Source: an optimization exercise on an open RTL-to-GDS flow (aim: small area, a short achievable clock period and few clock cycles per item). Production flows keep margins and buffers that such runs may drop. Where RTL was checked, it was by simulation tests only, not by an equivalence proof against the original.

==> flow/design.v (excerpt) <==
module isg_extract (
    input  wire        clk,
    input  wire        rst,         
    input  wire        cfg_we,
    input  wire [5:0]  cfg_addr,
    input  wire [5:0]  cfg_pos,
    input  wire [6:0]  npos,        
    input  wire [31:0] qstep,       
    input  wire        variant,     
    input  wire        in_valid,
    input  wire [7:0]  in_data,
    output wire        in_ready,
    output reg         done,
    output reg  [63:0] bits_out
);
clock: 13.0 ns
lec_check: 0
abc_area: 1
cap_margin: 20
core_margin: 2
core_utilization: 55
place_density: 0.7
slew_margin: 20
run.sh (not shown) runs the stock make flow with config.mk's settings and CLKGATE_MAP_FILE= SYNTH_SCRIPT=/design/flow/synth_recipe.tcl, a recipe that flattens the netlist after the stock synthesis.
Next try:
--- a/flow/design.v
+++ b/flow/design.v
@@ -17,34 +17,33 @@
     reg [5:0]  cfg_addr_r, cfg_pos_r;
     reg [31:0] qstep_r;
     reg        variant_r;
     reg [6:0]  npos_r;
     reg [5:0]  pos_tab [0:63];
     always @(posedge clk) begin
         cfg_we_r   <= cfg_we;
         cfg_addr_r <= cfg_addr;
         cfg_pos_r  <= cfg_pos;
         qstep_r    <= qstep;
         variant_r  <= variant;
-        npos_r     <= npos;
+        npos_r     <= npos | {6'd0, (npos == 7'd0)};    
         if (cfg_we_r)
             pos_tab[cfg_addr_r] <= cfg_pos_r;
     end
     reg  [5:0] c;             
     reg  [5:0] ld_cnt;        
     reg        in_ready_r;
     reg        smp_v;
     reg  [7:0] smp_r;         
     assign in_ready = in_ready_r;
-    wire ir_cur;               
-    wire accept = in_valid & ir_cur;
+    wire accept = in_valid & in_ready_r;
     always @(posedge clk) begin
         smp_r <= {~in_data[7], in_data[6:0]};
         smp_v <= accept & ~rst;
     end
     reg  [511:0] ringv;
     wire [7:0]   ring63 = ringv[511:504];
     wire [7:0]   tail_in = smp_v ? smp_r : ring63;
     always @(posedge clk)
         ringv <= {ringv[503:0], tail_in};
     wire signed [7:0] s0 = ringv[55:48];
     wire signed [7:0] s1 = ringv[47:40];
@@ -67,59 +66,61 @@
         end
     end
     wire       rev_load, rev_stream, rev_recirc, rev_tag;
     wire [2:0] rev_k;
     wire       nrev_load, nrev_stream, nrev_recirc, nrev_tag;
     wire [2:0] nrev_k;
     wire       stream_ok, rev_ok;
     wire [3:0] pleft;
     wire [2:0] knext;
     wire       ld_tag;
     wire [1:0] blk_out;       
+    wire       ir_cur;
     reg        idle_d;
     reg [2:0]  meta_k;
     reg        meta_tag;
     reg        dbusy;
     reg [4:0]  dcnt;
     wire       any_pend;
     wire       last_res;
     reg        fast;
     wire idle_all  = (ld_cnt == 6'd0) && (blk_out == 2'd0);
     wire [3:0] ptot = ({1'b0, npos_r} + 8'd7) >> 3;
     wire quiet      = !rev_stream && !rev_recirc && !any_pend && !dbusy;
     wire thr        = fast || quiet || idle_all;
     localparam integer SW = 39;
-    reg  [SW-13:0] st_r0, st_r1;
+    reg  [SW-14:0] st_r0, st_r1;
     reg            sel_r;
-    wire [SW-13:0] st_rest = sel_r ? st_r1 : st_r0;
-    assign {ir_cur, ld_tag, pleft, knext,
+    wire [SW-14:0] st_rest = sel_r ? st_r1 : st_r0;
+    assign {ld_tag, pleft, knext,
             nrev_load, nrev_stream, nrev_recirc, nrev_tag, nrev_k,
             rev_load, rev_stream, rev_recirc, rev_tag, rev_k,
             stream_ok, rev_ok, blk_out} = st_rest;
-    wire [SW-1:0] st_now = {c, ld_cnt, st_rest};
+    assign ir_cur = in_ready_r;
+    wire [SW-1:0] st_now = {c, ld_cnt, in_ready_r, st_rest};
     wire [SW-1:0] st_a0, st_a1;
     wire blk_a1;
     isg_sched u_s0 (.acc(1'b0), .st(st_now), .smp_v(smp_v), .ptot(ptot), .thr(thr),
                     .idle_all(idle_all), .last_res(last_res), .nx(st_a0), .blk_now());
     isg_sched u_s1 (.acc(1'b1), .st(st_now), .smp_v(smp_v), .ptot(ptot), .thr(thr),
                     .idle_all(idle_all), .last_res(last_res), .nx(st_a1), .blk_now(blk_a1));
     wire [SW-1:0] st_rst = {6'd63, 6'd0, 1'b1, 1'b0, 4'd0, 3'd0,
                             1'b1, 1'b1, 1'b0, 1'b0, 3'd0,
                             1'b0, 1'b0, 1'b0, 1'b0, 3'd0,
                             1'b0, 1'b0, 2'd0};
     always @(posedge clk) begin
         if (rst) begin
-            st_r0 <= st_rst[SW-13:0]; st_r1 <= st_rst[SW-13:0]; sel_r <= 1'b0;
+            st_r0 <= st_rst[SW-14:0]; st_r1 <= st_rst[SW-14:0]; sel_r <= 1'b0;
             in_ready_r <= 1'b1; c <= 6'd63; ld_cnt <= 6'd0;
         end else begin
-            st_r0 <= st_a0[SW-13:0]; st_r1 <= st_a1[SW-13:0]; sel_r <= accept;
+            st_r0 <= st_a0[SW-14:0]; st_r1 <= st_a1[SW-14:0]; sel_r <= accept;
             {c, ld_cnt, in_ready_r} <= accept ? st_a1[SW-1:SW-13] : st_a0[SW-1:SW-13];
         end
     end
     always @(posedge clk) begin
         if (c[2:0] == 3'd6) begin
             meta_k <= rev_k; meta_tag <= rev_tag;
         end
     end
     wire [2:0] rd_j = c[2:0] + 3'd1;
     reg  [5:0] posr;
     reg  [2:0] r_j, r_k;
Result: Routed wire length drops by 3.0%. Register-to-register slack is better by 0.54 ns. First-iteration DRC count is higher by about 1.7%. Clock-buffer cell count came out higher by 12. Via count is lower by about 0.43%.
Testbench counts after the change, summed over its fixed seeds: cycles 26,064, items 320.
For the first run of this note, only the layout was checked, not whether the RTL still works.


## lane 1
isg_extract, a different RTL version from the one above (not shown whole).
Size: roughly 11000 cells after synthesis, roughly 2400 flip-flops, ~130 I/O pins, roughly 0.11 mm^2 of cells after synthesis.
Settings: LEC_CHECK=0, ABC_AREA=1, CAP_MARGIN=20, CORE_MARGIN=2, CORE_UTILIZATION=55, PLACE_DENSITY=0.7, SLEW_MARGIN=20; clock period 13.0 ns.
> inputs changed (lane 1 -> lane 2)
--- a/flow/design.v
+++ b/flow/design.v
@@ -32,14 +32,13 @@
     reg  [5:0] c;             
     reg  [5:0] ld_cnt;        
     reg        in_ready_r;
     reg        smp_v;
     reg  [7:0] smp_r;         
     assign in_ready = in_ready_r;
-    wire ir_cur;               
-    wire accept = in_valid & ir_cur;
+    wire accept = in_valid & in_ready_r;
     always @(posedge clk) begin
         smp_r <= {~in_data[7], in_data[6:0]};
         smp_v <= accept & ~rst;
     end
     reg  [511:0] ringv;
     wire [7:0]   ring63 = ringv[511:504];
@@ -57,13 +56,13 @@
     wire signed [8:0] e0 = s0 + s7, e1 = s1 + s6, e2 = s2 + s5, e3 = s3 + s4;
     wire signed [8:0] o0 = s0 - s7, o1 = s1 - s6, o2 = s2 - s5, o3 = s3 - s4;
     reg signed [8:0]  f_e0, f_e1, f_e2, f_e3;
     reg signed [8:0]  f_o0, f_o1, f_o2, f_o3;
     reg [2:0]         f_x;
     always @(posedge clk) begin
-        if (fen) begin
+        if (c[2:0] == 3'd7) begin
             f_e0 <= e0; f_e1 <= e1; f_e2 <= e2; f_e3 <= e3;
             f_o0 <= o0; f_o1 <= o1; f_o2 <= o2; f_o3 <= o3;
             f_x  <= c[5:3];
         end
     end
     wire       rev_load, rev_stream, rev_recirc, rev_tag;
@@ -72,12 +71,13 @@
     wire [2:0] nrev_k;
     wire       stream_ok, rev_ok;
     wire [3:0] pleft;
     wire [2:0] knext;
     wire       ld_tag;
     wire [1:0] blk_out;       
+    wire       ir_cur;
     reg        idle_d;
     reg [2:0]  meta_k;
     reg        meta_tag;
     reg        dbusy;
     reg [4:0]  dcnt;
     wire       any_pend;
@@ -85,53 +85,46 @@
     reg        fast;
     wire idle_all  = (ld_cnt == 6'd0) && (blk_out == 2'd0);
     wire [3:0] ptot = ({1'b0, npos_r} + 8'd7) >> 3;
     wire quiet      = !rev_stream && !rev_recirc && !any_pend && !dbusy;
     wire thr        = fast || quiet || idle_all;
     localparam integer SW = 39;
-    reg  [SW-13:0] st_r0, st_r1;
+    reg  [SW-14:0] st_r0, st_r1;
     reg            sel_r;
-    wire [SW-13:0] st_rest = sel_r ? st_r1 : st_r0;
-    assign {ir_cur, ld_tag, pleft, knext,
+    wire [SW-14:0] st_rest = sel_r ? st_r1 : st_r0;
+    assign {ld_tag, pleft, knext,
             nrev_load, nrev_stream, nrev_recirc, nrev_tag, nrev_k,
             rev_load, rev_stream, rev_recirc, rev_tag, rev_k,
             stream_ok, rev_ok, blk_out} = st_rest;
-    wire [SW-1:0] st_now = {c, ld_cnt, st_rest};
+    assign ir_cur = in_ready_r;
+    wire [SW-1:0] st_now = {c, ld_cnt, in_ready_r, st_rest};
     wire [SW-1:0] st_a0, st_a1;
     wire blk_a1;
     isg_sched u_s0 (.acc(1'b0), .st(st_now), .smp_v(smp_v), .ptot(ptot), .thr(thr),
                     .idle_all(idle_all), .last_res(last_res), .nx(st_a0), .blk_now());
     isg_sched u_s1 (.acc(1'b1), .st(st_now), .smp_v(smp_v), .ptot(ptot), .thr(thr),
                     .idle_all(idle_all), .last_res(last_res), .nx(st_a1), .blk_now(blk_a1));
     wire [SW-1:0] st_rst = {6'd63, 6'd0, 1'b1, 1'b0, 4'd0, 3'd0,
                             1'b1, 1'b1, 1'b0, 1'b0, 3'd0,
                             1'b0, 1'b0, 1'b0, 1'b0, 3'd0,
                             1'b0, 1'b0, 2'd0};
-    wire [5:0] c_nx = rst ? 6'd63 : (accept ? st_a1[SW-1:SW-6] : st_a0[SW-1:SW-6]);
-    reg        fen, men;
-    reg  [2:0] jr;
-    always @(posedge clk) begin
-        fen <= (c_nx[2:0] == 3'd7);
-        men <= (c_nx[2:0] == 3'd6);
-        jr  <= c_nx[2:0] + 3'd1;
-    end
     always @(posedge clk) begin
         if (rst) begin
-            st_r0 <= st_rst[SW-13:0]; st_r1 <= st_rst[SW-13:0]; sel_r <= 1'b0;
+            st_r0 <= st_rst[SW-14:0]; st_r1 <= st_rst[SW-14:0]; sel_r <= 1'b0;
             in_ready_r <= 1'b1; c <= 6'd63; ld_cnt <= 6'd0;
         end else begin
-            st_r0 <= st_a0[SW-13:0]; st_r1 <= st_a1[SW-13:0]; sel_r <= accept;
+            st_r0 <= st_a0[SW-14:0]; st_r1 <= st_a1[SW-14:0]; sel_r <= accept;
             {c, ld_cnt, in_ready_r} <= accept ? st_a1[SW-1:SW-13] : st_a0[SW-1:SW-13];
         end
     end
     always @(posedge clk) begin
-        if (men) begin
+        if (c[2:0] == 3'd6) begin
             meta_k <= rev_k; meta_tag <= rev_tag;
         end
     end
-    wire [2:0] rd_j = jr;
+    wire [2:0] rd_j = c[2:0] + 3'd1;
     reg  [5:0] posr;
     reg  [2:0] r_j, r_k;
     reg        r_tag;
     always @(posedge clk) begin
         posr  <= pos_tab[{meta_k, rd_j}];
         r_j   <= rd_j;
[summary]
Every run in the comparison, lane 2 and lane 1, completed the flow with a clean layout. Between lane 1 and lane 2, the cell count went down. The higher number of signal-net buffers in the layout came out of lane 1. Looking at first element of the critical path, the c[0]$_SDFF_PP1_ result is from lane 2; the p_rk3[3]$_DFF_P_ one comes from lane 1. Diff lane 1 -> lane 2: synthesized cell count down about 0.6%; starting utilization of the core area saw little to no change; residual DRC count did not really move; x dimension of the die held. Vias: lane 2 below lane 1. Diff lane 1 -> lane 2: first-pass GRT wire length increased by about 5% relative to the old numbers, area after synthesis went down 0.47%, number of fill cells in the layout rose by 61.
Testbench counts of lane 2, summed over its fixed seeds: cycles 26,064, items 320.
For lane 1, only the layout was checked, not whether the RTL still works.

==> afterwards: timing with drivers on the ports <==
How much do the figures lean on ideal ports? The routed layouts below were timed once more, with nothing changed but the port constraints.
Step 1, drivers: a clkbuf_16 drives clk and a buf_2 each remaining input, both assumed.
Step 2 also shifts input and output timing later by t, the mid clock arrival at the registers, as if the neighbouring blocks saw the same clock.
Three values: ideal ports, drivers, drivers and shift; two values: the first two.
run | t, ns | setup slack, ns | latest minus earliest clock arrival (ns)
the first run of note 1 | 0.944 | 7.749 / 7.749 / 7.749 | 0.124 / 0.124
the second run of note 1 | 0.946 | 7.765 / 7.832 / 6.885 | 0.137 / 0.137
lane 1 | 0.952 | 8.156 / 8.156 / 7.604 | 0.120 / 0.120
lane 2 | 0.949 | 8.368 / 8.368 / 7.743 | 0.102 / 0.102
After both steps every run listed still meets setup and hold. For the second run of note 1, which loses most, drivers alone change the setup slack by +0.067 ns; drivers and shift together by -0.880 ns.
